What follows belongs to an exercise in optimizing a design on an open flow for small area and a short achievable clock period; a production flow would make more cautious choices. Function was checked by simulation only, so behaviour that the tests miss may differ from the original. Power figures rest on the tool's default switching activity, not on a simulated workload.

==> design/flow/design.v <==
module ook_window (
    input  wire [31:0] x,
    input  wire [31:0] t0,
    output wire        in_mark,
    output wire        in_bit,    
    output wire        lo_one,    
    output wire        in_gap
);
    wire [12:0] bg = ~x[12:0] & t0[12:0];      
    wire [12:0] bp = ~(x[12:0] ^ t0[12:0]);    
    wire [12:0] g1, p1, g2, p2, g3, p3, g4;
    genvar i;
    generate
        for (i = 0; i < 13; i = i + 1) begin : pfx
            if (i >= 1) begin : s1
                assign g1[i] = bg[i] | (bp[i] & bg[i-1]);
                assign p1[i] = bp[i] & bp[i-1];
            end else begin : s1z
                assign g1[i] = bg[i];
                assign p1[i] = bp[i];
            end
            if (i >= 2) begin : s2
                assign g2[i] = g1[i] | (p1[i] & g1[i-2]);
                assign p2[i] = p1[i] & p1[i-2];
            end else begin : s2z
                assign g2[i] = g1[i];
                assign p2[i] = p1[i];
            end
            if (i >= 4) begin : s3
                assign g3[i] = g2[i] | (p2[i] & g2[i-4]);
                assign p3[i] = p2[i] & p2[i-4];
            end else begin : s3z
                assign g3[i] = g2[i];
                assign p3[i] = p2[i];
            end
            if (i >= 8) begin : s4
                assign g4[i] = g3[i] | (p3[i] & g3[i-8]);
            end else begin : s4z
                assign g4[i] = g3[i];
            end
        end
    endgenerate
    wire [12:0] d = ~bp ^ {g4[11:0], 1'b0};
    wire        b13 = g4[12];
    wire [18:0] xh = x[31:13];
    wire [18:0] th = t0[31:13];
    wire        hi_eq0 = &(xh ~^ th);
    wire [18:0] he = xh ~^ th;
    wire [18:0] hs = xh & ~th;
    wire [18:0] hz = ~xh & th;
    wire [18:0] hit1;
    generate
        for (i = 0; i < 19; i = i + 1) begin : inc
            if (i == 0 && i == 18) begin : only
                assign hit1[i] = hs[i];
            end else if (i == 0) begin : lo
                assign hit1[i] = hs[i] & (&he[18:i+1]);
            end else if (i == 18) begin : hi
                assign hit1[i] = hs[i] & (&hz[i-1:0]);
            end else begin : mid
                assign hit1[i] = hs[i] & (&he[18:i+1]) & (&hz[i-1:0]);
            end
        end
    endgenerate
    wire        hi_eq1 = (|hit1) | (&hz);
    wire        hi_ok  = b13 ? hi_eq1 : hi_eq0;
    wire lo_mark = (d >= 13'd400)  && (d <= 13'd600);
    wire lo_zero = (d >= 13'd900)  && (d <= 13'd1100);
    assign lo_one = (d >= 13'd1900) && (d <= 13'd2100);
    wire lo_gap  = (d >= 13'd3900) && (d <= 13'd4100);
    assign in_mark = hi_ok && lo_mark;
    assign in_bit  = hi_ok && (lo_zero || lo_one);
    assign in_gap  = hi_ok && lo_gap;
endmodule
module ook_assembler (
    input  wire        clk,
    input  wire        rst,
    input  wire        edge_valid,
    input  wire        edge_level,
    input  wire [31:0] edge_ts,
    input  wire        do_bit,      
    input  wire        do_gap,      
    output wire        in_mark,
    output wire        in_bit,
    output wire        in_gap,
    output reg         got_mark,
    output wire        bc36,        
    output wire [63:0] enq_frame    
);
    reg [31:0] t0;
    reg [63:0] acc;
    reg        acc_zero;
    reg        pend_v;
    reg        pend_bit;
    reg        pend_zero;
    reg        pend_gap;
    reg [7:0]  bit_count;   
    wire lo_one;
    ook_window u_win (
        .x       (edge_ts),
        .t0      (t0),
        .in_mark (in_mark),
        .in_bit  (in_bit),
        .lo_one  (lo_one),
        .in_gap  (in_gap)
    );
    assign bc36      = !pend_gap && (pend_v ? (bit_count == 8'd35) : (bit_count == 8'd36));
    assign enq_frame = acc;
    always @(posedge clk) begin
        if (rst) begin
            t0        <= 32'd0;
            got_mark  <= 1'b0;
            acc_zero  <= 1'b1;
        end else if (edge_valid) begin
            t0 <= edge_ts;
            if (!edge_level) begin
                got_mark <= in_mark;
            end else if (do_bit) begin
                acc_zero  <= 1'b0;
            end else if (do_gap) begin
                acc_zero  <= 1'b1;
            end
        end
    end
    always @(posedge clk) begin
        pend_v    <= do_bit && !rst;
        pend_gap  <= do_gap && !rst;
        pend_bit  <= lo_one;
        pend_zero <= acc_zero;
        if (pend_v)
            acc <= {acc[62:0] & {63{!pend_zero}}, pend_bit};
        if (rst || pend_gap)
            bit_count <= 8'd0;
        else if (pend_v)
            bit_count <= bit_count + 8'd1;
    end
endmodule
module ook_queue #(
    parameter QCAP = 10,
    parameter NRUN = 5
) (
    input  wire        clk,
    input  wire        rst,
    input  wire        enq,
    input  wire [63:0] enq_frame,
    input  wire        deq,         
    output wire        empty,
    output wire        full,
    output wire [29:0] head_fields,
    output wire        head_match,  
    output wire        ovf          
);
    function [29:0] fields(input [63:0] f);
        fields = {f[35:27], f[25], f[23:12], f[7:0]};
    endfunction
    reg [63:0]     newest;                  
    reg [QCAP-1:0] match;                   
    reg [QCAP-1:1] rend;                    
    reg            pend;                    
    reg [QCAP-1:0] occ_m;                   
    wire [QCAP-1:0] occ = pend ? {occ_m[QCAP-2:0], 1'b1} : occ_m;
    assign full  = occ[QCAP-1];
    assign empty = !occ[0];
    assign ovf   = enq && full && !deq;
    wire new_match = (enq_frame == newest) && (enq_frame[11:8] == 4'b1111);
    wire [QCAP:0] last = {1'b0, occ} & ~{2'b0, occ[QCAP-1:1]};   
    wire          head_pend = pend && last[0];
    reg           h_m;
    reg           h_rend;
    integer i;
    always @(*) begin
        h_m    = head_pend && new_match;
        h_rend = 1'b0;
        if (pend ? last[1] : last[0])
            h_m = h_m | match[0];
        for (i = 1; i < QCAP; i = i + 1)
            if (pend ? last[i+1] : last[i]) begin
                h_m    = h_m | match[i];
                h_rend = h_rend | rend[i];
            end
    end
    assign head_match = h_m;
    wire push     = pend && !new_match && match[0] && (occ[2] || (occ[1] && !deq));
    wire pop_deq  = deq && h_rend;
    wire pop_drop = pend && occ_m[QCAP-1] && rend[QCAP-1];
    always @(posedge clk) begin
        if (pend) begin
            newest   <= enq_frame;
            match[0] <= new_match;
            match[1] <= match[0];
            rend[1]  <= push;
            for (i = 2; i < QCAP; i = i + 1) begin
                match[i] <= match[i-1];
                rend[i]  <= rend[i-1];
            end
        end
    end
    reg [29:0]     rf [0:NRUN-1];
    reg [NRUN-1:0] rf_head;
    reg [NRUN-1:0] rf_tail;
    reg [NRUN-1:0] rf_used;    
    always @(posedge clk) begin
        for (i = 0; i < NRUN; i = i + 1)
            if (push && rf_tail[i])
                rf[i] <= fields(newest);
    end
    wire [NRUN-1:0] head_1 = {rf_head[NRUN-2:0], rf_head[NRUN-1]};
    wire [NRUN-1:0] head_2 = {rf_head[NRUN-3:0], rf_head[NRUN-1:NRUN-2]};
    wire [NRUN:0]   used_p = push ? {rf_used, 1'b1} : {1'b0, rf_used};
    always @(posedge clk) begin
        if (rst) begin
            rf_head <= {{(NRUN-1){1'b0}}, 1'b1};
            rf_tail <= {{(NRUN-1){1'b0}}, 1'b1};
            rf_used <= {NRUN{1'b0}};
        end else begin
            if (push)
                rf_tail <= {rf_tail[NRUN-2:0], rf_tail[NRUN-1]};
            if (pop_deq && pop_drop) begin
                rf_head <= head_2;
                rf_used <= used_p[NRUN:2];
            end else if (pop_deq || pop_drop) begin
                rf_head <= head_1;
                rf_used <= used_p[NRUN:1];
            end else begin
                rf_used <= used_p[NRUN-1:0];
            end
        end
    end
    reg [29:0] rf_f;
    always @(*) begin
        rf_f = 30'd0;
        for (i = 0; i < NRUN; i = i + 1)
            if (rf_head[i])
                rf_f = rf_f | rf[i];
    end
    assign head_fields = rst       ? 30'd0 :
                         head_pend ? fields(enq_frame) :
                         rf_used[0] ? rf_f : fields(newest);
    always @(posedge clk) begin
        if (rst) begin
            pend  <= 1'b0;
            occ_m <= {QCAP{1'b0}};
        end else begin
            pend  <= enq;
            occ_m <= deq ? {1'b0, occ[QCAP-1:1]} : occ;
        end
    end
endmodule
module ook_evaluator (
    input  wire        clk,
    input  wire        rst,
    input  wire        tick,
    input  wire        q_empty,
    input  wire [29:0] q_fields,
    input  wire        q_match,
    output wire        deq,
    output reg         rec_valid,
    output wire [7:0]  rec_id,
    output wire        rec_battery_ok,
    output wire [7:0]  rec_channel,
    output wire [15:0] rec_temp,
    output wire [7:0]  rec_hum
);
    reg        drain;
    reg        ref_ok;
    reg        two_valid;
    reg [29:0] r_f;
    assign deq = drain && !q_empty;
    wire accept = deq && !two_valid && ref_ok && q_match;
    always @(posedge clk) begin
        if (rst) begin
            drain     <= 1'b0;
            ref_ok    <= 1'b0;
            two_valid <= 1'b0;
            rec_valid <= 1'b0;
        end else begin
            rec_valid <= accept;
            ref_ok    <= deq;
            if (!drain) begin
                if (tick)
                    drain <= 1'b1;
            end else if (q_empty) begin
                drain     <= 1'b0;
                two_valid <= 1'b0;
            end else if (accept) begin
                two_valid <= 1'b1;
            end
        end
    end
    always @(posedge clk) begin
        if (rst || accept)
            r_f <= q_fields;
    end
    assign rec_id         = r_f[29:22];
    assign rec_battery_ok = r_f[21];
    assign rec_channel    = {6'd0, r_f[20], 1'b0};
    assign rec_temp       = {{4{r_f[19]}}, r_f[19:8]};
    assign rec_hum        = r_f[7:0];
endmodule
module ook_events (
    input  wire rst,
    input  wire edge_valid,
    input  wire edge_level,
    input  wire got_mark,
    input  wire in_bit,
    input  wire in_gap,
    input  wire bc36,
    input  wire ovf_ok,       
    input  wire desync_ok,    
    output wire do_bit,
    output wire do_gap,
    output wire enq,
    output wire ovf_en,       
    output wire desync_en     
);
    wire rise = edge_valid && edge_level && got_mark;
    assign do_bit    = rise && in_bit;
    assign do_gap    = rise && in_gap;
    assign enq       = do_gap && bc36;
    assign ovf_en    = rst || (do_gap && bc36 && ovf_ok);
    assign desync_en = rst || (do_gap && !bc36 && desync_ok);
endmodule
module ook_decoder (
    input  wire        clk,
    input  wire        rst,
    input  wire        edge_valid,
    input  wire        edge_level,
    input  wire [31:0] edge_ts,
    input  wire        tick,
    output wire        rec_valid,
    output wire [7:0]  rec_id,
    output wire        rec_battery_ok,
    output wire [7:0]  rec_channel,
    output wire [15:0] rec_temp,
    output wire [7:0]  rec_hum,
    output reg  [15:0] ovf_count,
    output reg  [15:0] desync_count
);
    wire        in_mark, in_bit, in_gap, got_mark, bc36;
    wire        do_bit, do_gap, enq, ovf_en, desync_en;
    wire [63:0] enq_frame;
    wire        deq;
    wire        q_empty;
    wire        q_full;
    wire [29:0] q_fields;
    wire        q_match;
    wire        ovf;
    ook_assembler u_asm (
        .clk        (clk),
        .rst        (rst),
        .edge_valid (edge_valid),
        .edge_level (edge_level),
        .edge_ts    (edge_ts),
        .do_bit     (do_bit),
        .do_gap     (do_gap),
        .in_mark    (in_mark),
        .in_bit     (in_bit),
        .in_gap     (in_gap),
        .got_mark   (got_mark),
        .bc36       (bc36),
        .enq_frame  (enq_frame)
    );
    ook_events u_ev (
        .rst        (rst),
        .edge_valid (edge_valid),
        .edge_level (edge_level),
        .got_mark   (got_mark),
        .in_bit     (in_bit),
        .in_gap     (in_gap),
        .bc36       (bc36),
        .ovf_ok     (q_full && !deq && !(&ovf_count)),
        .desync_ok  (!(&desync_count)),
        .do_bit     (do_bit),
        .do_gap     (do_gap),
        .enq        (enq),
        .ovf_en     (ovf_en),
        .desync_en  (desync_en)
    );
    ook_queue u_queue (
        .clk         (clk),
        .rst         (rst),
        .enq         (enq),
        .enq_frame   (enq_frame),
        .deq         (deq),
        .empty       (q_empty),
        .full        (q_full),
        .head_fields (q_fields),
        .head_match  (q_match),
        .ovf         (ovf)
    );
    ook_evaluator u_eval (
        .clk            (clk),
        .rst            (rst),
        .tick           (tick),
        .q_empty        (q_empty),
        .q_fields       (q_fields),
        .q_match        (q_match),
        .deq            (deq),
        .rec_valid      (rec_valid),
        .rec_id         (rec_id),
        .rec_battery_ok (rec_battery_ok),
        .rec_channel    (rec_channel),
        .rec_temp       (rec_temp),
        .rec_hum        (rec_hum)
    );
    wire [15:0] ovf_inc, desync_inc;
    genvar k;
    generate
        for (k = 0; k < 16; k = k + 1) begin : inc
            if (k == 0) begin : b0
                assign ovf_inc[k]    = ~ovf_count[k];
                assign desync_inc[k] = ~desync_count[k];
            end else begin : bk
                assign ovf_inc[k]    = ovf_count[k]    ^ (&ovf_count[k-1:0]);
                assign desync_inc[k] = desync_count[k] ^ (&desync_count[k-1:0]);
            end
        end
    endgenerate
    always @(posedge clk) begin
        if (ovf_en)
            ovf_count <= ovf_inc & {16{!rst}};
        if (desync_en)
            desync_count <= desync_inc & {16{!rst}};
    end
endmodule
==> design/flow/flow/run.sh <==
#!/bin/bash
# The standard layout (standard.sh), with these changes:
# - synthesis leaves adders to ABC instead of mapping them to the
#   library's half/full adder cells (ADDER_MAP_FILE empty), and does not
#   use the slow 3- and 4-input OR/AND/majority and 2111 cells, so that the
#   timestamp window logic is built as shallow logic;
# - the timing repair after placement, CTS and global routing aims for a
#   margin below the clock period;
# - the port buffers are a small plain buffer cell.
set -euo pipefail
# the platform's don't-use list, plus the slow cells
DU=$(make -s -C "$FLOW_HOME" DESIGN_CONFIG="$PWD/config.mk" WORK_HOME="$PWD/orfs" print-DONT_USE_CELLS | sed -n 's/^DONT_USE_CELLS: //p')
LIB="$FLOW_HOME/platforms/sky130hd/lib/sky130_fd_sc_hd__tt_025C_1v80.lib"
EXTRA=$(grep -oE 'cell \("?sky130_fd_sc_hd__(or3|or3b|or4|or4b|or4bb|and4|and4b|and4bb|a2111o|a2111oi|o2111a|o2111ai|maj3)_[0-9]+' "$LIB" | sed -E 's/cell \("?//' | tr '\n' ' ')
[ -n "$DU" ] || { echo "no platform dont-use list" >&2; exit 1; }
echo "DONT_USE_CELLS=$DU $EXTRA" > flow_dont_use.log
bash standard.sh ADDER_MAP_FILE= SETUP_SLACK_MARGIN=6 "DONT_USE_CELLS=$DU $EXTRA" \
  "BUFFER_PORTS_ARGS=-buffer_cell sky130_fd_sc_hd__buf_2" finish > flow_standard.log 2>&1
==> design/flow/standard.sh <==
#!/bin/bash
# synth_recipe.tcl (not shown) runs the flow's synth.tcl, then flattens the netlist and writes it again
# the make line also repeats each setting of config.mk as NAME=value (left out here)
make -C /OpenROAD-flow-scripts/flow DESIGN_CONFIG=/design/flow/config.mk WORK_HOME=/design/flow/orfs CLKGATE_MAP_FILE= SYNTH_SCRIPT=/design/flow/synth_recipe.tcl "${@:-finish}"
==> design/flow/config.mk <==
export PLATFORM = sky130hd
export DESIGN_NAME = ook_decoder
export DESIGN_NICKNAME = ook_decoder
export VERILOG_FILES = /design/flow/design.v
export SDC_FILE = /design/flow/constraint.sdc
export NUM_CORES = 4
export LEC_CHECK = 0
export CAP_MARGIN = 20
export CORE_MARGIN = 2
export CORE_UTILIZATION = 60
export CTS_CLUSTER_DIAMETER = 100
export CTS_CLUSTER_SIZE = 20
export SLEW_MARGIN = 20
==> design/flow/constraint.sdc <==
create_clock -name core_clock -period 10.0 [get_ports {clk}]
set_input_delay 2.0000 -clock core_clock [delete_from_list [all_inputs] [get_ports {clk}]]
set_output_delay 2.0000 -clock core_clock [all_outputs]
set_load 0.01 [all_outputs]
==> results_dict.tcl, run 1 <==
set metrics [dict create \
    max_cap_violations 0 \
    syn_area_sq_um 19300 \
    endpoint_kind "flip-flop" \
    antenna_left 0 \
    core_area_sq_um 31600 \
    power_frac_seq_pct 61.1 \
    dp.cells 1951 \
    grt_usage_pct 24.5 \
    p_comb_share_pct 6.6 \
    pwr-share-clk_pct 32.3 \
    via_per_inst 6.10 \
    die_y_um 183 \
    die_area_sq_um 33600 \
    hpwl_um 24500 \
    ys_types 87 \
    grt_pass1_wl_um 64500 \
    p_per_area_nw_per_um2 153 \
    place.gp.congestion 0.875 \
    holdWs_ns 0.366 \
    rrSetupSlack_ns 6.23 \
    mostFrequentLayoutCell "edfxtp_1" \
    synth-async-reset-ratio_pct 0 \
    switchingPower_uw 696 \
    synth_seq_cells 435 \
    ys_warn_count 5 \
    layout.cells.non_filler 2020 \
    fill_cells 2378 \
    crit_arrival_ns 4.54 \
    criticalPathCategory "input port to flip-flop" \
    synth_ff_type "edfxtp_1" \
    diodes 0 \
    numPortBuffers 103 \
    maxSlewViolCount 0 \
    fin_tns_setup_ns 0 \
    crit_fanout 16 \
    dpl_cell_area_sq_um 20100 \
    antenna_found_initial 0 \
    cts.sinks 435 \
    synth_edf_count 359 \
    fin_crit_sh_pct 42.7 \
    drt_pass1_iterations 6 \
    worstSetupStartpointType "input port" \
    required_ns 10.26 \
    area_delta_synth_final_pct 10.1 \
    cts_hold_buf 0 \
    layout_min_cycle_time_ns 4.27 \
    intPower_uw 2540 \
    fmax_ghz 0.234 \
    drc 0 \
    hold_path.class "flip-flop to flip-flop" \
    setup_violations 0 \
    max-vdd-ir-drop_mv 0.192 \
    cts_tree "built" \
    fin_skew_ns 0.0122 \
    vias 12300 \
    clock_latency_ns 0.54 \
    h-tree-depth 1 \
    wl_um 41600 \
    stdcell_area_sq_um 21200 \
    max_slew.worst_pin.slew_ns 1.02 \
    gr-total-overflow 0 \
    p_leak_uw 0.00718 \
    hold_violations 0 \
    synth.avg_cell_area_sq_um 12.8 \
    clkTransAtPathRegs_ns 0.09 \
    grt_pass1_vias 11700 \
    avgRoutedWirePerCell_um 20.6 \
    die_x_um 183 \
    slew_headroom_pct 32.2 \
    first_iter_violations 1217 \
    final_nets 1637 \
    ys_seq_area_share_pct 63.8 \
    status "complete, no violations" \
    ioPinCount 111 \
    rsz0062_at_grt "true" \
    root_buffer "clkbuf_16" \
    syn-instance-count 1510 \
    rows 65 \
    drive_gt1_share_pct 15.3 \
    swShare_pct 21.5 \
    grt_max_degree 70 \
    clock_path_buffers 3 \
    cts_buffers 25 \
    layout_common_cells "359 x edfxtp_1, 198 x nor2_1, 99 x buf_2" \
    start_util_pct 61.1 \
    total_power_uw 3240 \
]
==> critical path, stage by stage <==
cell and delay [ns]:
buf_12 0.10, or2b_1 0.23, o211a_1 0.17, o311a_4 0.37, a21oi_4 0.24, buf_6 0.16, mux2i_4 0.07, a21bo_2 0.26
nor4_4 0.26, o211ai_4 0.17, buf_4 0.17, o21bai_4 0.15, buf_12 0.17
==> per-layer routing <==
layer	up-vias	global-route usage (%)	share of wire (%)	routed length (um)
met2	371	39.2	47	19400
met3	46	2.78	6.0	2490
met1	6084	37.0	46	19000
li1	5827	-	-	-
met5	-	0	0	0
met4	0	4.77	1.8	744
==> what timing repair did <==
action,in CTS,in global routing
resized for setup,18,14
pin swaps,10,3
setup buffers,18,4
cloned,2,0
endpoints found under the setup margin,65,51
==> layout make-up <==
| class | count | area, sq um | area share, % |
|---|---|---|---|
| Clock buffer | 45 | 722 | 3.40 |
| Tap cell | 402 | 503 | 2.37 |
| Timing Repair Buffer | 140 | 872 | 4.11 |
| Multi-Input combinational cell | 966 | 6690 | 31.5 |
| Sequential cell | 435 | 12300 | 58.0 |
| Inverter | 32 | 120 | 0.566 |
==> metrics by stage <==
| step | util (%) | setup slack [ns] |
|---|---|---|
| finish | 67.3 | 5.73 |
| global route | 67.3 | 5.65 |
| CTS | 66.9 | 5.78 |
| detailed placement | 63.7 | 4.84 |
| global placement | 63.7 | 4.88 |
| floorplan | - | 5.40 |
==> sequential cells by signal (all words and copies together), names as in the netlist, 5 cells and up <==
name             flops
desync_count        16
ovf_count           16
u_asm.acc           64
u_asm.bit_count      8
u_asm.t0            32
u_eval.r_f          30
u_queue.match       10
u_queue.newest      64
u_queue.occ_m       10
u_queue.rend         9
u_queue.rf         150
u_queue.rf_head      5
u_queue.rf_tail      5
u_queue.rf_used      5
==> cell usage after synthesis, types with 7 or more instances <==
library cell  instances  area, sq um
buf_4                13         97.6
xnor2_1              97          850
nand4_1              28          175
nand2b_1             23          144
mux2_2               10          113
nand2_1              46          173
and3_1               10         62.6
o211ai_1             10         75.1
a211oi_1             11         82.6
xor2_1               28          245
nor4b_1               8         70.1
a222oi_1             35          350
o21ai_0              15         75.1
clkbuf_1             65          244
a21oi_1              56          280
nor2_1              199          747
dfxtp_1              76         1520
a221oi_1              8         70.1
a22oi_1              42          315
nor3_1               23          115
a311oi_1             32          280
and2_1               11         68.8
nor4_1               11         68.8
mux2i_1              49          490
edfxtp_1            359        10800
inv_1                32          120
nand3_1              21          105
nor4bb_1              7         70.1
nor2b_1              79          494
==> logic make-up (layout without fill, tap and decap cells) <==
kind of cell | Yosys count | count (layout) | synth area share [%]
multiplexers | 60 | 60 | 3.19
other | 1 | 7 | 0.0195
XOR/XNOR | 126 | 126 | 5.76
flip-flops | 435 | 435 | 63.8
buffers and inverters | 116 | 217 | 2.65
AND/OR/NAND/NOR | 504 | 505 | 13.7
AO/OA/AOI/OAI | 268 | 268 | 10.9
==> path summary, 6_finish.rpt <==
path / startpoint / end / cells after the start
worst min register to register: u_asm.acc_zero$_SDFFE_PP1P_ / u_asm.pend_zero$_DFF_P_ / 0
worst max-delay path: edge_ts[2] / ovf_count[8]$_DFFE_PP_ / 13
worst min-delay path: u_asm.acc_zero$_SDFFE_PP1P_ / u_asm.pend_zero$_DFF_P_ / 0
worst max register to register: u_asm.acc[38]$_DFFE_PP_ / u_eval.r_f[26]$_SDFFCE_PP0P_ / 9
==> power by group through the flow <==
stage	combinational (uW)	clock [uW]	sequential, uW
floorplan	138	0	2020
global placement	187	0	2020
detailed placement	190	0	2020
CTS	206	1070	1980
global route	236	1140	1980
finish	214	1050	1980
==> run 2, diff against run 1 <==
==> design/flow/flow/run.sh (replaced) <==
#!/bin/bash
# The standard layout (standard.sh), with these changes:
# - synthesis leaves adders to ABC instead of mapping them to the
#   library's half/full adder cells (ADDER_MAP_FILE empty), so that the
#   timestamp window logic is built as shallow logic;
# - the timing repair after placement, CTS and global routing aims for a
#   margin below the clock period;
# - the port buffers are a small plain buffer cell.
set -euo pipefail
bash standard.sh ADDER_MAP_FILE= SETUP_SLACK_MARGIN=5.5 \
  "BUFFER_PORTS_ARGS=-buffer_cell sky130_fd_sc_hd__buf_2" finish > flow_standard.log 2>&1
==> run 2 against run 1 <==
Effect of this change:
- still clean on timing, DRC and antenna
- synthesized area down 1.2%
- cell area fell by 1.9%
- non-clock buffer count is 13 lower
- critical endpoint is now desync_count[5]$_DFFE_PP_
- largest cell class unchanged
==> results_dict.tcl, run 2 <==
set metrics [dict create \
    max-vdd-ir-drop_mv 0.115 \
    avgRoutedWirePerCell_um 20.2 \
    ys_seq_area_share_pct 64.6 \
    fill_cells 2391 \
    multiInputGateArea_sq_um 6450 \
    ys_types 82 \
    switchingPower_uw 690 \
    hold_path.class "flip-flop to flip-flop" \
    fin_tns_setup_ns 0 \
    die_y_um 182 \
    total_power_uw 3210 \
    place.gp.congestion 0.847 \
    layout_common_cells "359 x edfxtp_1, 197 x nor2_1, 99 x xnor2_1, 99 x buf_2, 85 x nor2b_1" \
    rsz0062_at_grt "true" \
    criticalPathCategory "input port to flip-flop" \
    die_x_um 182 \
    status "complete, no violations" \
    synth_seq_cells 435 \
    reg.largest.list "u_queue.rf x150, u_asm.acc x64, u_queue.newest x64" \
    final.setup.worst_slack_ns 5.57 \
    fmax_ghz 0.226 \
    synth_ff_type "edfxtp_1" \
    swShare_pct 21.5 \
    rows 65 \
    numPortBuffers 103 \
    drt_pass1_iterations 5 \
    area_delta_synth_final_pct 9.38 \
    hold_violations 0 \
    core_area_sq_um 31400 \
    first_iter_violations 971 \
    cts_tree "built" \
    max_cap_violations 0 \
    antenna_left 0 \
    largest_reg_flops 150 \
    syn_area_sq_um 19000 \
    gr-total-overflow 0 \
    mostFrequentLayoutCell "edfxtp_1" \
    setup_violations 0 \
    pwr-share-clk_pct 32.3 \
    drive_gt1_share_pct 13.8 \
    fin_skew_ns 0.0317 \
    synth_top_area_share_pct 56.6 \
    crit_arrival_ns 4.69 \
    dp.cells 1930 \
    layout.cells.non_filler 1986 \
    synth_edf_count 359 \
    pre_cts_slack_ns 4.73 \
    final_nets 1603 \
    clock_path_buffers 3 \
    die_area_sq_um 33200 \
    worstPathCellList "buf_8, nor2b_4, maj3_2, a2111oi_4, a21oi_2, maj3_2, xnor2_4, or4_4, o21bai_4, a41o_4" \
    cts.sinks 435 \
    synth.area.top_cells "edfxtp_1 57%, dfxtp_1 8.0%, xnor2_1 4.6%" \
    maxSlewViolCount 0 \
    layout_min_cycle_time_ns 4.43 \
    p_comb_share_pct 6.0 \
    p_leak_uw 0.00697 \
    antenna_found_initial 0 \
    slew_headroom_pct 34.8 \
    regArea_sq_um 12300 \
    crit_fanout 8 \
    cpPeakStageDelay_ns 0.54 \
    diodes 0 \
    ys_warn_count 5 \
    hpwl_um 23500 \
    fin_crit_sh_pct 44.3 \
    endpoint_kind "flip-flop" \
    synth_area_leader_cell "edfxtp_1" \
    cts_buffers 25 \
    clkTransAtPathRegs_ns 0.09 \
    h-tree-depth 1 \
    clock_latency_ns 0.55 \
    required_ns 10.26 \
    ioPinCount 111 \
    ys_top_cells_by_count "359 x edfxtp_1, 198 x nor2_1, 101 x xnor2_1" \
    synth_most_common_cell "edfxtp_1" \
    via_per_inst 6.05 \
    worstSetupStartpointType "input port" \
    syn-instance-count 1488 \
    top_register "u_queue.rf" \
    vias 12000 \
    root_buffer "clkbuf_16" \
    drc 0 \
    intPower_uw 2520 \
    grt_usage_pct 24.0 \
    critPathMostFrequentCell "maj3_2" \
    start_util_pct 60.7 \
    grt_max_degree 81 \
    crit_slowest_cell "or4_4" \
    wl_um 40100 \
    synth.avg_cell_area_sq_um 12.8 \
    max_slew.worst_pin.slew_ns 0.979 \
    grt_pass1_wl_um 62900 \
    grt_pass1_vias 11500 \
    power_frac_seq_pct 61.7 \
    synth-async-reset-ratio_pct 0 \
    p_per_area_nw_per_um2 154 \
]
[run 2: cell types whose count changed in the layout (fill, tap and decap cells not counted), moves of 4 or more]
cell / delta
a211oi_1: -4
a21oi_1: +4
a22oi_1: -7
buf_4: -9
nand2_1: +4
nand2b_1: -7
nand4_1: -4
nor2b_1: +8
nor3_1: -7
or3_1: +4
or4_1: +4
xnor2_1: +5
[run 2: through the flow]
step	area, sq um	hold WS, ns	util (%)
floorplan	19100	0.331	-
global placement	19900	0.335	63.4
detailed placement	19900	0.351	63.4
CTS	20700	0.380	66.0
global route	20800	0.374	66.4
finish	20800	0.383	66.4
[run 2: layout make-up]
type | count | share of cell area (%)
clock inverter | 1 | 0.0300
sequential | 435 | 59.1
timing repair buffer | 127 | 3.50
inverter | 34 | 0.613
clock buffer | 44 | 3.35
tap | 402 | 2.41
multi-input combinational | 943 | 31.0
[run 2: path summary, 6_finish.rpt]
path | from | endpoint | slack [ns] | cells past startpoint
setup / recovery | edge_ts[6] | desync_count[5]$_DFFE_PP_ | 5.57 | 10
hold / removal | u_asm.acc_zero$_SDFFE_PP1P_ | u_asm.pend_zero$_DFF_P_ | 0.38 | 0
setup reg to reg | u_queue.newest[19]$_DFFE_PP_ | u_eval.r_f[8]$_SDFFCE_PP0P_ | 6.12 | 9
hold reg to reg | u_asm.acc_zero$_SDFFE_PP1P_ | u_asm.pend_zero$_DFF_P_ | 0.38 | 0
[run 2: routing by layer]
layer / track usage, % / wire length [um] / part of all wire [%]
met5: 0 / 0 / 0
met4: 5.00 / 622 / 1.6
met2: 41.1 / 19600 / 49
met1: 33.8 / 17700 / 44
met3: 2.41 / 2110 / 5.3
[run 2: cell families (layout without fill, tap and decap cells)]
family | Yosys count | count (layout) | share of synthesized area [%]
flops | 435 | 435 | 64.6
mux | 56 | 56 | 3.02
other cells | 1 | 7 | 0.0197
simple gates | 484 | 484 | 13.0
buf+inv | 118 | 206 | 2.58
fa+ha+maj | 4 | 4 | 0.230
xor+xnor | 132 | 132 | 6.11
compound gates | 258 | 260 | 10.4
[run 2: repair_timing]
action                     in CTS  in global routing
pin swaps                       4                 11
gates resized for setup         7                 18
hold buffers                    0                  0
gates cloned                    2                  0
setup endpoints to repair      32                 36
setup buffers                   4                  5
[run 2: worst max-delay path, delay by kind of cell]
family          cells  cell delay (ns)
xor+xnor            1             0.15
buf+inv             1             0.09
compound gates      4             1.18
simple gates        2             0.57
fa+ha+maj           2             0.70
[run 2: power by group through the flow]
stage               sequential (uW)  clock (uW)  combinational [uW]
floorplan                      2020           0                 127
global placement               2020           0                 177
detailed placement             2020           0                 180
CTS                            1980        1060                 186
global route                   1980        1120                 213
finish                         1980        1030                 193
==> run 3, diff against run 2 <==
--- a/design/flow/flow/run.sh
+++ b/design/flow/flow/run.sh
@@ -7,5 +7,5 @@
 #   margin below the clock period;
 # - the port buffers are a small plain buffer cell.
 set -euo pipefail
-bash standard.sh ADDER_MAP_FILE= SETUP_SLACK_MARGIN=5.5 \
+bash standard.sh ADDER_MAP_FILE= SETUP_SLACK_MARGIN=6 \
   "BUFFER_PORTS_ARGS=-buffer_cell sky130_fd_sc_hd__buf_2" finish > flow_standard.log 2>&1
--- a/design/flow/config.mk
+++ b/design/flow/config.mk
@@ -11,3 +11,4 @@
 export CTS_CLUSTER_DIAMETER = 100
 export CTS_CLUSTER_SIZE = 20
 export SLEW_MARGIN = 20
+export SYNTH_HIERARCHICAL = 1
==> run 3 against run 2 <==
Effect of this change:
- critical path depth grew 2
- highest routed layer unchanged
- largest cell class unchanged
- still clean
- first-iteration DRC count grew 12%
- maximum frequency shrank 5.7%
- cell area grew 1.2%
- die area grew 0.53%
- non-clock buffer count grew 10
- synthesized cell count shrank 1.3%
- via count grew 1.0%
- register-to-register slack is essentially flat
==> results_dict.tcl, run 3 <==
set metrics [dict create \
    place.gp.congestion 0.853 \
    antenna_found_initial 0 \
    area_delta_synth_final_pct 10.1 \
    ys_warn_count 11 \
    holdWs_ns 0.346 \
    syn-instance-count 1468 \
    multiInputGateArea_sq_um 6600 \
    die_y_um 183 \
    grt_pass1_vias 11700 \
    cts_hold_buf 0 \
    fmax_ghz 0.213 \
    max_cap_violations 0 \
    drc 0 \
    cts_tree "built" \
    avgRoutedWirePerCell_um 20.8 \
    fin_crit_sh_pct 47.0 \
    utilization_pct 67.0 \
    layout_common_cells "359 x edfxtp_1, 147 x nor2_1, 98 x buf_2" \
    die_x_um 183 \
    hpwl_um 24300 \
    crit_arrival_ns 4.95 \
    crit_fanout 8 \
    first_iter_violations 1090 \
    top_register "u_queue.rf" \
    vias 12100 \
    pre_cts_slack_ns 4.39 \
    hold_path.class "flip-flop to flip-flop" \
    fill_cells 2354 \
    cts_buffers 25 \
    numPortBuffers 103 \
    drive_gt1_share_pct 15.6 \
    fin_skew_ns 0.0134 \
    endpoint_kind "flip-flop" \
    slew_headroom_pct 31.8 \
    hold_violations 0 \
    gr-total-overflow 0 \
    via_per_inst 6.13 \
    layout_min_cycle_time_ns 4.70 \
    rsz0062_at_grt "true" \
    start_util_pct 60.8 \
    max_slew.worst_pin.slew_ns 1.02 \
    clock_latency_ns 0.55 \
    rows 65 \
    max-vdd-ir-drop_mv 0.131 \
    p_leak_uw 0.00700 \
    grt_pass1_wl_um 64400 \
    setup_violations 0 \
    h-tree-depth 1 \
    worstSetupStartpointType "input port" \
    cts.sinks 435 \
    largest_reg_flops 150 \
    p_per_area_nw_per_um2 152 \
    status "complete, no violations" \
    drt_pass1_iterations 5 \
    regArea_sq_um 12300 \
    core_area_sq_um 31500 \
    syn_area_sq_um 19100 \
    antenna_left 0 \
    mostFrequentLayoutCell "edfxtp_1" \
    diodes 0 \
    final.setup.worst_slack_ns 5.30 \
    fin_tns_setup_ns 0 \
    clkTransAtPathRegs_ns 0.08 \
    synth.avg_cell_area_sq_um 13.0 \
    layout.cells.non_filler 1981 \
    reg.largest.list "u_queue.rf x150, u_asm.acc x64, u_queue.newest x64" \
    grt_max_degree 81 \
    dp.cells 1911 \
    root_buffer "clkbuf_16" \
    maxSlewViolCount 0 \
    ioPinCount 111 \
    grt_usage_pct 24.4 \
    final_nets 1597 \
    clock_path_buffers 3 \
    wl_um 41300 \
    criticalPathCategory "input port to flip-flop" \
    required_ns 10.25 \
    die_area_sq_um 33400 \
]
[run 3: per-stage QoR]
step / cell area, sq um / total power, uW
floorplan: 19200 / 2130
global placement: 20000 / 2180
detailed placement: 20000 / 2180
CTS: 20900 / 3220
global route: 21100 / 3300
finish: 21100 / 3200
[run 3: final timing paths]
path | start | end | slack [ns] | depth (start not counted)
worst min-delay path | u_asm.acc_zero$_SDFFE_PP1P_ | u_asm.pend_zero$_DFF_P_ | 0.35 | 0
worst min register to register | u_asm.acc_zero$_SDFFE_PP1P_ | u_asm.pend_zero$_DFF_P_ | 0.35 | 0
worst max register to register | u_queue.newest[14]$_DFFE_PP_ | u_queue.rf[0][7]$_DFFE_PP_ | 6.13 | 7
worst max-delay path | edge_ts[2] | ovf_count[8]$_DFFE_PP_ | 5.30 | 12
[run 3: routing by layer]
metal	part of all wire [%]	global-route usage [%]	vias to the layer above
li1	-	-	5755
met1	44	34.8	6012
met2	48	41.0	331
met3	6.1	3.03	41
met4	1.5	4.68	0
met5	0	0	-
[run 3: power by group]
group          leakage [uW]  internal, uW  switching (uW)  total [uW]
sequential          0.00395          1960            22.9        1980
combinational       0.00272          83.5            99.3         183
clock              0.000335           477             557        1030
total               0.00700          2520             679        3200
[run 3: timing repair]
action                                  in CTS  in global routing
buffers inserted                            13                  8
gates resized for setup                     16                 17
endpoints found under the hold margin        0                  0
cloned                                       3                  0
endpoints found under the setup margin     111                 68
pin swaps                                   19                 11
[run 3: critical path, stage by stage]
cell	delay, ns
buf_8	0.10
and2b_1	0.17
or4b_4	0.52
a21o_4	0.23
a31oi_4	0.15
a41o_1	0.25
xor2_2	0.18
xor2_1	0.10
or4b_4	0.54
a21oi_2	0.16
and4_4	0.30
a31o_4	0.26
[run 3: final cells by class]
cell class / count / area share [%]
Sequential cell: 435 / 58.5
Clock inverter: 2 / 0.0772
Tap cell: 402 / 2.39
Timing Repair Buffer: 137 / 3.94
Clock buffer: 44 / 3.31
Multi-Input combinational cell: 931 / 31.3
Inverter: 30 / 0.534
==> run 4, diff against run 3 <==
--- a/design/flow/config.mk
+++ b/design/flow/config.mk
@@ -11,4 +11,3 @@
 export CTS_CLUSTER_DIAMETER = 100
 export CTS_CLUSTER_SIZE = 20
 export SLEW_MARGIN = 20
-export SYNTH_HIERARCHICAL = 1
==> run 4 against run 3 <==
Effect of this change:
- still clean
- power rose by 0.44%
- combinational power up 11%
- setup slack improved by 0.35 ns
- critical path depth is 2 lower
- clock power is essentially flat
- count of clock-buffer cells in the layout stayed put
- sequential share of layout area is 0.13 points higher
- via count is 0.55% lower
- critical endpoint is now desync_count[3]$_DFFE_PP_
- largest power group unchanged
==> results_dict.tcl, run 4 <==
set metrics [dict create \
    hpwl_um 23700 \
    max_slew.worst_pin.slew_ns 1.03 \
    max-vdd-ir-drop_mv 0.113 \
    diodes 0 \
    fmax_ghz 0.230 \
    synth.avg_cell_area_sq_um 12.8 \
    ys_warn_count 5 \
    cts_buffers 25 \
    clkTransAtPathRegs_ns 0.08 \
    synth_most_common_cell "edfxtp_1" \
    criticalPathCategory "input port to flip-flop" \
    die_y_um 182 \
    clock_latency_ns 0.54 \
    place.gp.congestion 0.854 \
    top_usage_layer "met2" \
    layout_min_cycle_time_ns 4.35 \
    final_nets 1615 \
    p_leak_uw 0.00705 \
    largest_reg_flops 150 \
    h-tree-depth 1 \
    ioPinCount 111 \
    drt_pass1_iterations 5 \
    maxSlewViolCount 0 \
    crit_arrival_ns 4.59 \
    drc 0 \
    grtUsageMet3_pct 2.43 \
    p_per_area_nw_per_um2 153 \
    hold_violations 0 \
    rr_startpoint "u_queue.newest[19]$_DFFE_PP_" \
    layout_common_cells "359 x edfxtp_1, 197 x nor2_1, 98 x xnor2_1, 98 x buf_2, 82 x nor2b_1" \
    endpoint_kind "flip-flop" \
    fin_crit_sh_pct 43.5 \
    first_iter_violations 1028 \
    synth_top_area_share_pct 56.6 \
    rsz0062_at_grt "true" \
    root_buffer "clkbuf_16" \
    fin_tns_setup_ns 0 \
    use_met2_pct 41.8 \
    crit_fanout 8 \
    grt_usage_pct 24.5 \
    synth_edf_count 359 \
    reg.largest.list "u_queue.rf x150, u_asm.acc x64, u_queue.newest x64" \
    rows 65 \
    area_delta_synth_final_pct 10.4 \
    cts_hold_buf 0 \
    synth_area_leader_cell "edfxtp_1" \
    grt_pass1_wl_um 64200 \
    vias 12100 \
    fin_skew_ns 0.0138 \
    core_area_sq_um 31400 \
    syn-instance-count 1488 \
    synth-async-reset-ratio_pct 0 \
    grt_max_degree 76 \
    setup.worst_path.end "desync_count[3]$_DFFE_PP_" \
    holdWs_ns 0.356 \
    drive_gt1_share_pct 15.2 \
    mostFrequentLayoutCell "edfxtp_1" \
    antenna_left 0 \
    synth_seq_cells 435 \
    cpPeakStageDelay_ns 0.55 \
    numPortBuffers 103 \
    rrSetupSlack_ns 6.36 \
    cts_tree "built" \
    hold_path.class "flip-flop to flip-flop" \
    grtUsageMet1_pct 34.7 \
    reg2reg_depth 9 \
    antenna_found_initial 0 \
    required_ns 10.24 \
    grt_pass1_vias 11700 \
    utilization_pct 67.0 \
    ys_seq_area_share_pct 64.6 \
    r2r_end "u_eval.r_f[6]$_SDFFCE_PP0P_" \
    ys_top_cells_by_count "359 x edfxtp_1, 198 x nor2_1, 101 x xnor2_1" \
    max_cap_violations 0 \
    setup_violations 0 \
    via_per_inst 6.04 \
    avgRoutedWirePerCell_um 20.5 \
    ys_types 82 \
    wl_um 40900 \
    syn_area_sq_um 19000 \
    worstSetupStartpointType "input port" \
    start_util_pct 60.7 \
    slew_headroom_pct 31.7 \
    clock_path_buffers 3 \
    crit_slowest_cell "or4_4" \
    die_x_um 182 \
    status "complete, no violations" \
    startpoint "edge_ts[7]" \
    synth_ff_type "edfxtp_1" \
    die_area_sq_um 33200 \
    top_register "u_queue.rf" \
    worstPathCellList "buf_8, inv_2, maj3_2, a2111oi_4, buf_4, a211oi_2, a211o_1, or4_4, o21bai_4, a41o_4" \
    cts.sinks 435 \
    gr-total-overflow 0 \
    synth.area.top_cells "edfxtp_1 57%, dfxtp_1 8.0%, xnor2_1 4.6%" \
]
==> run 4: per-layer routing <==
layer  part of all wire [%]  vias up
li1                       -     5744
met1                     44     5952
met2                     49      315
met3                    5.0       61
met4                    1.9        0
met5                      0        -
==> run 4: cell type report <==
type	instances	area, sq um
flip-flops and latches	435	12300
fillers	2375	10400
multi-input cells	943	6540
repair buffers	139	833
clock buffers	44	697
well taps	402	503
inverters	34	128
clock inverters	1	6.26
==> run 4: how the worst min path moves through the flow <==
stage                                start                      end  slack, ns  cells past startpoint
3_5_place_dp   u_asm.acc_zero$_SDFFE_PP1P_  u_asm.pend_zero$_DFF_P_       0.35                      0
2_1_floorplan  u_asm.acc_zero$_SDFFE_PP1P_  u_asm.pend_zero$_DFF_P_       0.33                      0
6_report       u_asm.acc_zero$_SDFFE_PP1P_  u_asm.pend_zero$_DFF_P_       0.36                      0
3_3_place_gp   u_asm.acc_zero$_SDFFE_PP1P_  u_asm.pend_zero$_DFF_P_       0.34                      0
5_1_grt        u_asm.acc_zero$_SDFFE_PP1P_  u_asm.pend_zero$_DFF_P_       0.37                      0
4_1_cts        u_asm.acc_zero$_SDFFE_PP1P_  u_asm.pend_zero$_DFF_P_       0.36                      0
==> run 4: critical path, delay by kind of cell <==
kind	cells	cell delay [ns]
AO/OA/AOI/OAI	5	1.37
AND/OR/NAND/NOR	1	0.55
adder cells (fa/ha/maj)	1	0.33
buffers and inverters	3	0.32
==> run 4: logic make-up (layout without fill, tap and decap cells) <==
group                    after synthesis  count (layout)  synth area share [%]
buffers and inverters                118             218                  2.58
other                                  1               7                0.0197
XOR/XNOR                             132             132                  6.11
multiplexers                          56              56                  3.02
flip-flops                           435             435                  64.6
AND/OR/NAND/NOR                      484             484                  13.0
adder cells (fa/ha/maj)                4               4                 0.230
AO/OA/AOI/OAI                        258             260                  10.4
==> run 4: through the flow <==
stage          cell area, sq um  worst slack (ns)  cells  total power [uW]
5_1_grt                   21000              5.56   1998              3320
4_1_cts                   20800              5.64   1991              3220
3_5_place_dp              19900              4.71   1931              2200
2_1_floorplan             19100              5.13   1494              2150
6_report                  21000              5.65   1998              3210
3_3_place_gp              19900              4.79   1931              2200
==> run 4: power by group <==
group	leakage [uW]	internal (uW)	switching, uW	total, uW
Sequential	0.00394	1960	21.5	1980
Combinational	0.00277	89.5	115	204
Clock	0.000335	475	553	1030
Total	0.00705	2520	689	3210
==> run 4: timing repair <==
| action | CTS | global route |
|---|---|---|
| pin swaps | 18 | 13 |
| gates cloned | 2 | 0 |
| buffers inserted | 13 | 7 |
| setup endpoints to repair | 37 | 68 |
| resized for setup | 24 | 24 |
==> run 5, diff against run 4 <==
--- a/design/flow/design.v
+++ b/design/flow/design.v
@@ -67,7 +67,11 @@
     wire lo_mark = (d >= 13'd400)  && (d <= 13'd600);
     wire lo_zero = (d >= 13'd900)  && (d <= 13'd1100);
     assign lo_one = (d >= 13'd1900) && (d <= 13'd2100);
-    wire lo_gap  = (d >= 13'd3900) && (d <= 13'd4100);
+    wire [12:0] g_lo = t0[12:0] + 13'd3900;
+    wire [12:0] g_hi = t0[12:0] + 13'd4100;
+    wire        g_ge = x[12:0] >= g_lo;
+    wire        g_le = x[12:0] <= g_hi;
+    wire lo_gap  = (g_lo <= g_hi) ? (g_ge && g_le) : (g_ge || g_le);
     assign in_mark = hi_ok && lo_mark;
     assign in_bit  = hi_ok && (lo_zero || lo_one);
     assign in_gap  = hi_ok && lo_gap;
--- a/design/flow/flow/run.sh
+++ b/design/flow/flow/run.sh
@@ -7,5 +7,5 @@
 #   margin below the clock period;
 # - the port buffers are a small plain buffer cell.
 set -euo pipefail
-bash standard.sh ADDER_MAP_FILE= SETUP_SLACK_MARGIN=6 \
+bash standard.sh ADDER_MAP_FILE= SETUP_SLACK_MARGIN=6.5 \
   "BUFFER_PORTS_ARGS=-buffer_cell sky130_fd_sc_hd__buf_2" finish > flow_standard.log 2>&1
==> run 5 against run 4 <==
Effect of this change:
- still clean
- critical path depth increased by 3
- hold slack lost 0.0058 ns
- power grew 0.96%
- wire length grew 6.6%
- maximum frequency increased by 3.4%
- register-to-register slack worse by 0.18 ns
- global-route usage is 1.2 points higher
- cell area rose by 3.8%
- clock skew rose by 0.011 ns
- synthesized cell count grew 7.1%
- sequential cell count unchanged
- synthesized area increased by 2.2%
==> results_dict.tcl, run 5 <==
set metrics [dict create \
    setup.worst_path.end "ovf_count[15]$_DFFE_PP_" \
    layout.cells.non_filler 2105 \
    die_x_um 184 \
    ys_types 76 \
    syn_area_sq_um 19500 \
    crit_arrival_ns 4.49 \
    crit_fanout 8 \
    r2r_end "ovf_count[15]$_DFFE_PP_" \
    fin_tns_setup_ns 0 \
    crit_slowest_cell "a211o_4" \
    status "complete, no violations" \
    critPathMostFrequentCell "maj3_2" \
    hold_path.class "flip-flop to flip-flop" \
    fin_crit_sh_pct 42.1 \
    via_per_inst 6.14 \
    wl_um 43600 \
    fmax_ghz 0.238 \
    cts_buffers 25 \
    fin_skew_ns 0.0246 \
    area_delta_synth_final_pct 12.2 \
    synth_top_area_share_pct 55.4 \
    cpPeakStageDelay_ns 0.38 \
    grt_pass1_wl_um 67900 \
    clock_path_buffers 3 \
    die_y_um 184 \
    p_leak_uw 0.00749 \
    ys_top_cells_by_count "359 x edfxtp_1, 210 x nor2_1, 90 x nor2b_1" \
    synth.area.top_cells "edfxtp_1 55%, dfxtp_1 7.8%, nor2_1 4.1%" \
    diodes 0 \
    avgRoutedWirePerCell_um 20.7 \
    core_area_sq_um 31700 \
    worstPathCellList "buf_12, nor2b_4, maj3_2, maj3_2, o21ai_4, o21ai_4, maj3_2, mux2i_2, nand4_1, a211o_4, o21bai_4, buf_12, buf_16" \
    gr-total-overflow 0 \
    antenna_left 0 \
    grt_usage_pct 25.7 \
    criticalPathCategory "input port to flip-flop" \
    maxSlewViolCount 0 \
    layout_common_cells "359 x edfxtp_1, 207 x nor2_1, 96 x buf_2" \
    synth-async-reset-ratio_pct 0 \
    rr_startpoint "u_asm.t0[2]$_SDFFE_PP0P_" \
    vias 12900 \
    clkTransAtPathRegs_ns 0.08 \
    antenna_found_initial 1 \
    startpoint "edge_ts[8]" \
    synth_most_common_cell "edfxtp_1" \
    h-tree-depth 1 \
    drc 0 \
    start_util_pct 61.4 \
    first_iter_violations 1127 \
    layout_min_cycle_time_ns 4.21 \
    final_nets 1721 \
    ioPinCount 111 \
    synth_seq_cells 435 \
    top_register "u_queue.rf" \
    holdWs_ns 0.350 \
    root_buffer "clkbuf_16" \
    mostFrequentLayoutCell "edfxtp_1" \
    p_per_area_nw_per_um2 149 \
    numPortBuffers 103 \
    drive_gt1_share_pct 16.4 \
    setup_violations 0 \
    cp_top_family "adder cells" \
    largest_reg_flops 150 \
    rows 65 \
    required_ns 10.28 \
    cts.sinks 435 \
    grt_max_degree 74 \
    drt_pass1_iterations 6 \
    ys_seq_area_share_pct 63.2 \
    syn-instance-count 1593 \
    dpl_cell_area_sq_um 20300 \
    cts_tree "built" \
    max_cap_violations 0 \
    max-vdd-ir-drop_mv 0.119 \
    place.gp.congestion 0.876 \
    total_power_uw 3240 \
    synth_ff_type "edfxtp_1" \
    rsz0062_at_grt "true" \
    reg2reg_depth 12 \
    hold_violations 0 \
    crit_buf_inv 3 \
    grt_pass1_vias 12400 \
    ys_warn_count 5 \
    synth_edf_count 359 \
    die_area_sq_um 33900 \
    synth_area_leader_cell "edfxtp_1" \
    critical_path_depth 13 \
    synth.avg_cell_area_sq_um 12.2 \
    hpwl_um 26000 \
    dp.cells 2020 \
    stdcell_area_sq_um 21800 \
    max_slew.worst_pin.slew_ns 0.975 \
    fill_cells 2368 \
    rrSetupSlack_ns 6.18 \
    slew_headroom_pct 35.0 \
    endpoint_kind "flip-flop" \
    worstSetupStartpointType "input port" \
    clock_latency_ns 0.56 \
    reg.largest.list "u_queue.rf x150, u_asm.acc x64, u_queue.newest x64" \
]
-- run 5: repair_timing --
action                     CTS  global route
pin swaps                   11            20
gates cloned                 2             1
setup endpoints to repair  232           152
setup buffers               25            11
resized for setup           61            37
hold buffers                 0             0
hold endpoints to repair     0             0
-- run 5: worst min-delay path by stage --
stage / depth (start not counted) / to / slack, ns / startpoint
floorplan: 0 / u_asm.pend_zero$_DFF_P_ / 0.33 / u_asm.acc_zero$_SDFFE_PP1P_
global placement: 0 / u_asm.pend_zero$_DFF_P_ / 0.34 / u_asm.acc_zero$_SDFFE_PP1P_
detailed placement: 0 / u_asm.pend_zero$_DFF_P_ / 0.34 / u_asm.acc_zero$_SDFFE_PP1P_
CTS: 0 / u_asm.pend_zero$_DFF_P_ / 0.35 / u_asm.acc_zero$_SDFFE_PP1P_
global route: 0 / u_asm.pend_zero$_DFF_P_ / 0.36 / u_asm.acc_zero$_SDFFE_PP1P_
finish: 0 / u_asm.pend_zero$_DFF_P_ / 0.35 / u_asm.acc_zero$_SDFFE_PP1P_
-- run 5: cell type report --
type                       count  area (sq um)  share of cell area [%]
timing repair buffer         154          1050                    4.83
multi-input combinational   1029          7090                    32.5
tap                          402           503                    2.30
inverter                      39           153                   0.699
sequential                   435         12300                    56.4
clock inverter                 3          17.5                  0.0802
clock buffer                  43           693                    3.18
-- run 5: logic make-up after synthesis --
| family | Yosys count | share of synthesized area, % |
|---|---|---|
| and+or+nand+nor | 543 | 14.1 |
| DFF | 435 | 63.2 |
| buffers and inverters | 136 | 2.87 |
| other | 1 | 0.0193 |
| xor gates and xnor gates | 131 | 5.90 |
| muxes | 46 | 2.42 |
| AOI/OAI and AO/OA | 295 | 11.1 |
| adders and majority gates | 6 | 0.315 |
-- run 5: per-layer routing --
| metal | part of all wire, % | up-vias | track usage [%] |
|---|---|---|---|
| met1 | 43 | 6358 | 35.1 |
| met4 | 1.4 | 2 | 4.48 |
| li1 | - | 6113 | - |
| met5 | 0.030 | - | 0 |
| met3 | 6.4 | 48 | 3.75 |
| met2 | 49 | 397 | 44.5 |
-- run 5: stage by stage --
stage                     util (%)  worst slack (ns)
final                         68.8              5.79
after global routing          68.8              5.70
after CTS                     67.9              5.79
after detailed placement      64.0              4.92
after global placement        64.0              4.96
after floorplan                  -              5.55
-- run 5: power breakdown --
part           internal, uW  leakage, uW  switching, uW  total (uW)
Clock                   474     0.000336            551        1030
Sequential             1960      0.00392           26.6        1980
Combinational           105      0.00323            128         233
-- run 5: worst reg2reg max path, stage by stage (launching register included) --
cell and delay (ns):
dfxtp_1 0.47, or4_1 0.74, a311oi_4 0.46, nand2_2 0.16
a211oi_2 0.21, a311o_1 0.14, a22o_1 0.13, o21ai_1 0.07
a2111o_1 0.37, a211o_4 0.40, o21bai_4 0.18, buf_12 0.12
buf_16 0.11
==> run 6, diff against run 5 <==
--- a/design/flow/flow/run.sh
+++ b/design/flow/flow/run.sh
@@ -7,5 +7,5 @@
 #   margin below the clock period;
 # - the port buffers are a small plain buffer cell.
 set -euo pipefail
-bash standard.sh ADDER_MAP_FILE= SETUP_SLACK_MARGIN=6.5 \
+bash standard.sh ADDER_MAP_FILE= SETUP_SLACK_MARGIN=6 \
   "BUFFER_PORTS_ARGS=-buffer_cell sky130_fd_sc_hd__buf_2" finish > flow_standard.log 2>&1
--- a/design/flow/config.mk
+++ b/design/flow/config.mk
@@ -7,7 +7,7 @@
 export LEC_CHECK = 0
 export CAP_MARGIN = 20
 export CORE_MARGIN = 2
-export CORE_UTILIZATION = 60
+export CORE_UTILIZATION = 70
 export CTS_CLUSTER_DIAMETER = 100
 export CTS_CLUSTER_SIZE = 20
 export SLEW_MARGIN = 20
==> run 6 against run 5 <==
Effect of this change:
- synthesized area unchanged
- sequential share of layout area increased by 1.1 points
- critical path depth decreased by 1
- setup slack got worse by 0.045 ns
- cell area decreased by 1.9%
- first-iteration DRC count increased by 24%
==> results_dict.tcl, run 6 <==
set metrics [dict create \
    status "complete, no violations" \
    switchingPower_uw 706 \
    synth-async-reset-ratio_pct 0 \
    dpl_cell_area_sq_um 20200 \
    holdWs_ns 0.360 \
    syn-instance-count 1593 \
    endpoint_kind "flip-flop" \
    crit_arrival_ns 4.53 \
    diodes 0 \
    grt_usage_pct 27.8 \
    pre_cts_slack_ns 4.98 \
    rsz0062_at_grt "true" \
    clkTransAtPathRegs_ns 0.09 \
    required_ns 10.28 \
    hpwl_um 25000 \
    root_buffer "clkbuf_16" \
    hold_violations 0 \
    drc 0 \
    max-vdd-ir-drop_mv 0.173 \
    clock_latency_ns 0.56 \
    antenna_left 0 \
    min_to "u_asm.pend_zero$_DFF_P_" \
    p_comb_share_pct 6.5 \
    layout_common_cells "359 x edfxtp_1, 209 x nor2_1, 97 x buf_2" \
    grt_pass1_wl_um 63600 \
    avgRoutedWirePerCell_um 19.8 \
    r2r_end "desync_count[13]$_DFFE_PP_" \
    die_x_um 171 \
    ys_warn_count 5 \
    dp.cells 1995 \
    h-tree-depth 1 \
    rrSetupSlack_ns 6.19 \
    drt_pass1_iterations 5 \
    p_leak_uw 0.00729 \
    drive_gt1_share_pct 14.0 \
    cts_buffers 26 \
    reg.largest.list "u_queue.rf x150, u_asm.acc x64, u_queue.newest x64" \
    vias 12900 \
    ioPinCount 111 \
    fin_tns_setup_ns 0 \
    maxSlewViolCount 0 \
    largest_reg_flops 150 \
    synth_area_leader_cell "edfxtp_1" \
    power_frac_seq_pct 60.9 \
    pwr-share-clk_pct 32.5 \
    fmax_ghz 0.235 \
    hold_path.class "flip-flop to flip-flop" \
    slew_headroom_pct 24.6 \
    fin_crit_sh_pct 42.5 \
    crit_fanout 11 \
    reg2reg_depth 11 \
    antenna_found_initial 0 \
    start_util_pct 70.6 \
    synth_most_common_cell "edfxtp_1" \
    wl_um 40800 \
    cts_tree "built" \
    min_path_cells 0 \
    synth.area.top_cells "edfxtp_1 55%, dfxtp_1 7.8%, nor2_1 4.1%" \
    setup_violations 0 \
    criticalPathCategory "input port to flip-flop" \
    synth_seq_cells 435 \
    worstSetupStartpointType "input port" \
    layout_min_cycle_time_ns 4.25 \
    max_slew.worst_pin.slew_ns 1.13 \
    synth_edf_count 359 \
    ys_seq_area_share_pct 63.2 \
    area_delta_synth_final_pct 10.1 \
    final.setup.worst_slack_ns 5.75 \
    rr_startpoint "u_asm.t0[3]$_SDFFE_PP0P_" \
    numPortBuffers 103 \
    clock_path_buffers 3 \
    synth_ff_type "edfxtp_1" \
    stdcell_area_sq_um 21400 \
    first_iter_violations 1397 \
    top_register "u_queue.rf" \
    mostFrequentLayoutCell "edfxtp_1" \
    die_area_sq_um 29100 \
    place.gp.congestion 0.865 \
    cts_hold_buf 0 \
    die_y_um 171 \
    rows 61 \
    syn_area_sq_um 19500 \
    hp-start "u_asm.acc_zero$_SDFFE_PP1P_" \
    gr-total-overflow 0 \
    cts.sinks 435 \
    core_area_sq_um 27600 \
    intPower_uw 2550 \
    synth_top_area_share_pct 55.4 \
    layout.cells.non_filler 2059 \
    ys_top_cells_by_count "359 x edfxtp_1, 210 x nor2_1, 90 x nor2b_1" \
    via_per_inst 6.26 \
    swShare_pct 21.7 \
    p_per_area_nw_per_um2 152 \
    grt_pass1_vias 12200 \
    grt_max_degree 79 \
    ys_types 76 \
    final_nets 1698 \
    synth.avg_cell_area_sq_um 12.2 \
    fin_skew_ns 0.0336 \
    max_cap_violations 0 \
]
[run 6: cell count changes in the layout (fill, tap and decap cells not counted), sizes merged]
cell | before | now
buf | 152 | 130
clkinv | 2 | 4
clkbuf | 45 | 46
clkinvlp | 1 | 0
inv | 39 | 38
or2 | 6 | 5
[run 6: logic make-up (layout without fill, tap and decap cells)]
| family | count (synthesis) | count (layout) | synth area share, % |
|---|---|---|---|
| other cells | 1 | 7 | 0.0193 |
| mux | 46 | 46 | 2.42 |
| buf+inv | 136 | 218 | 2.87 |
| xor+xnor | 131 | 131 | 5.90 |
| fa+ha+maj | 6 | 6 | 0.315 |
| compound gates | 295 | 295 | 11.1 |
| simple gates | 543 | 543 | 14.1 |
| flops | 435 | 435 | 63.2 |
[run 6: layout make-up]
type                       count  area (sq um)
tap                          378           473
clock inverter                 3          48.8
inverter                      39           151
clock buffer                  45           722
fill                        1733          6140
timing repair buffer         131           806
sequential                   435         12300
multi-input combinational   1028          6900
[run 6: stage by stage]
step                utilization, %  power [uW]
CTS                           76.6        3260
floorplan                        -        2160
detailed placement            73.5        2220
global placement              73.5        2210
finish                        77.7        3260
global route                  77.7        3360
[run 6: how the worst max path moves through the flow]
stage / start / to / slack, ns / cells past startpoint
after floorplan: edge_ts[8] / desync_count[0]$_DFFE_PP_ / 5.55 / 10
after global placement: edge_ts[14] / desync_count[10]$_DFFE_PP_ / 5.03 / 10
after detailed placement: edge_ts[0] / ovf_count[9]$_DFFE_PP_ / 4.98 / 10
after CTS: edge_ts[0] / desync_count[12]$_DFFE_PP_ / 5.80 / 12
after global routing: edge_ts[4] / desync_count[15]$_DFFE_PP_ / 5.64 / 12
final: edge_ts[9] / desync_count[13]$_DFFE_PP_ / 5.75 / 12
[run 6: per-layer routing]
metal / vias up / part of all wire [%] / wire length [um] / global-route usage [%]
met4: 0 / 2.3 / 952 / 7.58
met5: - / 0 / 0 / 0
met3: 71 / 6.5 / 2670 / 3.56
li1: 6052 / - / - / -
met2: 491 / 49 / 19800 / 46.8
met1: 6273 / 43 / 17300 / 38.7
[run 6: repair_timing]
| action | 4_1_cts | 5_1_grt |
|---|---|---|
| pin swaps | 2 | 18 |
| cloned | 0 | 1 |
| buffers inserted | 4 | 11 |
| gates resized for setup | 10 | 46 |
| endpoints found under the setup margin | 210 | 37 |
| endpoints found under the hold margin | 0 | 0 |
[run 6: power by group through the flow]
stage / clock network, uW / registers, uW / logic, uW
final: 1060 / 1980 / 213
after global routing: 1130 / 1990 / 236
after CTS: 1080 / 1980 / 198
after detailed placement: 0 / 2020 / 194
after global placement: 0 / 2020 / 191
after floorplan: 0 / 2020 / 143
[run 6: worst max-delay path, cell delays in order]
cell and delay [ns]:
buf_6 0.13, inv_6 0.03, maj3_2 0.31, maj3_2 0.30
o21ai_2 0.15, o21ai_2 0.09, maj3_2 0.33, mux2i_2 0.22
nand4_1 0.16, a211o_4 0.42, o21bai_4 0.19, clkbuf_16 0.18
==> run 7, diff against run 6 <==
--- a/design/flow/config.mk
+++ b/design/flow/config.mk
@@ -7,7 +7,7 @@
 export LEC_CHECK = 0
 export CAP_MARGIN = 20
 export CORE_MARGIN = 2
-export CORE_UTILIZATION = 70
+export CORE_UTILIZATION = 60
 export CTS_CLUSTER_DIAMETER = 100
 export CTS_CLUSTER_SIZE = 20
 export SLEW_MARGIN = 20
==> run 7 against run 6 <==
Effect of this change:
- still clean
- critical path depth did not move
- die area rose by 16%
- sequential share of layout area hardly changed
- clock power about the same
- power rose by 0.79%
- combinational power barely moved
- wire length is 1.1% higher
- via count fell by 2.0%
- sequential power about the same
- non-clock buffer count stayed put
- critical endpoint is now ovf_count[1]$_DFFE_PP_
- highest routed layer unchanged
==> results_dict.tcl, run 7 <==
set metrics [dict create \
    status "complete, no violations" \
    die_y_um 184 \
    fin_crit_sh_pct 42.0 \
    max-vdd-ir-drop_mv 0.153 \
    numPortBuffers 103 \
    antenna_left 0 \
    grt_pass1_vias 11900 \
    syn_area_sq_um 19500 \
    max_cap_violations 0 \
    cts_hold_buf 0 \
    drt_pass1_iterations 8 \
    clock_path_buffers 3 \
    crit_arrival_ns 4.48 \
    wl_met1_um 19000 \
    drc 0 \
    via_per_inst 6.06 \
    drive_gt1_share_pct 13.7 \
    worstSetupStartpointType "input port" \
    largest_reg_flops 150 \
    die_x_um 184 \
    ioPinCount 111 \
    clock_latency_ns 0.55 \
    core_area_sq_um 31700 \
    synth.avg_cell_area_sq_um 12.2 \
    setup_violations 0 \
    synth_seq_cells 435 \
    ys_warn_count 5 \
    hold_violations 0 \
    syn-instance-count 1593 \
    start_util_pct 61.4 \
    synth_most_common_cell "edfxtp_1" \
    h-tree-depth 1 \
    p_leak_uw 0.00728 \
    cts_tree "built" \
    rows 65 \
    top_register "u_queue.rf" \
    hp-start "u_asm.acc_zero$_SDFFE_PP1P_" \
    mostFrequentLayoutCell "edfxtp_1" \
    synth-async-reset-ratio_pct 0 \
    criticalPathCategory "input port to flip-flop" \
    synth_ff_type "edfxtp_1" \
    vias 12600 \
    ys_types 76 \
    ys_seq_area_share_pct 63.2 \
    final_nets 1698 \
    rsz0062_at_grt "true" \
    synth_top_area_share_pct 55.4 \
    synth.area.top_cells "edfxtp_1 55%, dfxtp_1 7.8%, nor2_1 4.1%" \
    layout_min_cycle_time_ns 4.20 \
    fmax_ghz 0.238 \
    top_layer "met4" \
    hpwl_um 24900 \
    fill_cells 2391 \
    area_delta_synth_final_pct 10.0 \
    die_area_sq_um 33900 \
    place.gp.congestion 0.855 \
    avgRoutedWirePerCell_um 19.8 \
    p_per_area_nw_per_um2 153 \
    met2WireLength_um 19400 \
    grt_usage_pct 24.3 \
    wl_met3_um 2290 \
    antenna_found_initial 0 \
    hold_path.class "flip-flop to flip-flop" \
    gr-total-overflow 0 \
    rr_startpoint "u_asm.t0[3]$_SDFFE_PP0P_" \
    endpoint_kind "flip-flop" \
    clkTransAtPathRegs_ns 0.08 \
    synth_edf_count 359 \
    synth_area_leader_cell "edfxtp_1" \
    required_ns 10.28 \
    slew_headroom_pct 30.2 \
    first_iter_violations 1174 \
    fin_tns_setup_ns 0 \
    reg.largest.list "u_queue.rf x150, u_asm.acc x64, u_queue.newest x64" \
    cts.sinks 435 \
    diodes 0 \
    wl_um 41300 \
    ys_top_cells_by_count "359 x edfxtp_1, 210 x nor2_1, 90 x nor2b_1" \
    grt_pass1_wl_um 64700 \
    root_buffer "clkbuf_16" \
    startpoint "edge_ts[0]" \
    dpl_cell_area_sq_um 20300 \
    crit_fanout 8 \
    maxSlewViolCount 0 \
    max_slew.worst_pin.slew_ns 1.04 \
    grt_max_degree 76 \
    stdcell_area_sq_um 21400 \
    fin_skew_ns 0.0177 \
    cts_buffers 26 \
    layout_common_cells "359 x edfxtp_1, 209 x nor2_1, 97 x buf_2" \
]
[run 7: cell count changes in the layout (fill, tap and decap cells not counted), moves of 2 or more]
cell | before | now
xnor2_2 | 3 | 1
buf_6 | 4 | 2
clkinv_8 | 3 | 0
o21ai_0 | 27 | 29
xnor2_1 | 67 | 69
[run 7: kinds of logic (layout without fill, tap and decap cells)]
| logic type | Yosys count | after routing | synth area share [%] |
|---|---|---|---|
| AO/OA/AOI/OAI | 295 | 295 | 11.1 |
| XOR/XNOR | 131 | 131 | 5.90 |
| adder cells (fa/ha/maj) | 6 | 6 | 0.315 |
| buffers and inverters | 136 | 218 | 2.87 |
| flip-flops | 435 | 435 | 63.2 |
| multiplexers | 46 | 46 | 2.42 |
| other | 1 | 7 | 0.0193 |
| AND/OR/NAND/NOR | 543 | 543 | 14.1 |
[run 7: layer usage]
metal / global-route usage (%) / vias up
li1: - / 6065
met1: 35.7 / 6170
met2: 39.9 / 350
met3: 2.59 / 42
met4: 4.42 / 0
met5: 0 / -
[run 7: power breakdown]
part	leakage [uW]	internal (uW)	switching (uW)
combinational	0.00299	92.0	118
clock	0.000369	514	573
sequential	0.00392	1960	25.6
total	0.00728	2560	717
[run 7: timing repair]
item | CTS | global route
setup buffers | 8 | 7
setup endpoints to repair | 182 | 38
gates cloned | 0 | 1
endpoints found under the hold margin | 0 | 0
pin swaps | 5 | 12
resized for setup | 15 | 31
[run 7: path summary, 6_finish.rpt]
check	slack, ns	cells past startpoint	end
worst min-delay path	0.35	0	u_asm.pend_zero$_DFF_P_
worst max register to register	6.17	11	ovf_count[1]$_DFFE_PP_
worst max-delay path	5.80	12	ovf_count[1]$_DFFE_PP_
worst min register to register	0.35	0	u_asm.pend_zero$_DFF_P_
[run 7: worst max-delay path, cell delays in order]
cell	delay (ns)
buf_8	0.10
nor2b_4	0.16
a21oi_4	0.09
o31a_1	0.31
and4b_1	0.23
o21ai_2	0.20
maj3_2	0.24
mux2i_2	0.22
nand4_1	0.15
a211o_4	0.38
o21bai_4	0.20
clkbuf_16	0.19
[run 7: per-stage QoR]
stage	power (uW)	setup WS [ns]	std cells	utilization [%]	hold slack, ns
2_1_floorplan	2160	5.55	1599	-	0.331
3_3_place_gp	2220	4.99	2019	63.9	0.336
3_5_place_dp	2220	4.91	2019	63.9	0.334
4_1_cts	3290	5.81	2075	66.8	0.352
5_1_grt	3390	5.71	2083	67.5	0.368
6_report	3280	5.80	2083	67.5	0.350
[run 7: cell type report]
| type | instances | area (sq um) | area share [%] |
|---|---|---|---|
| Clock buffer | 46 | 747 | 3.49 |
| Clock inverter | 2 | 27.5 | 0.129 |
| Inverter | 39 | 151 | 0.707 |
| Multi-Input combinational cell | 1028 | 6860 | 32.1 |
| Sequential cell | 435 | 12300 | 57.5 |
| Tap cell | 402 | 503 | 2.35 |
| Timing Repair Buffer | 131 | 798 | 3.73 |

Re-timed with assumed drivers on the ports (clkbuf_16 on the clock, buf_2 on other inputs), run 7 has 5.813 ns of setup slack against 5.799 ns with ideal ports, and 5.213 ns once port delays also move by the mid clock arrival of 0.600 ns.
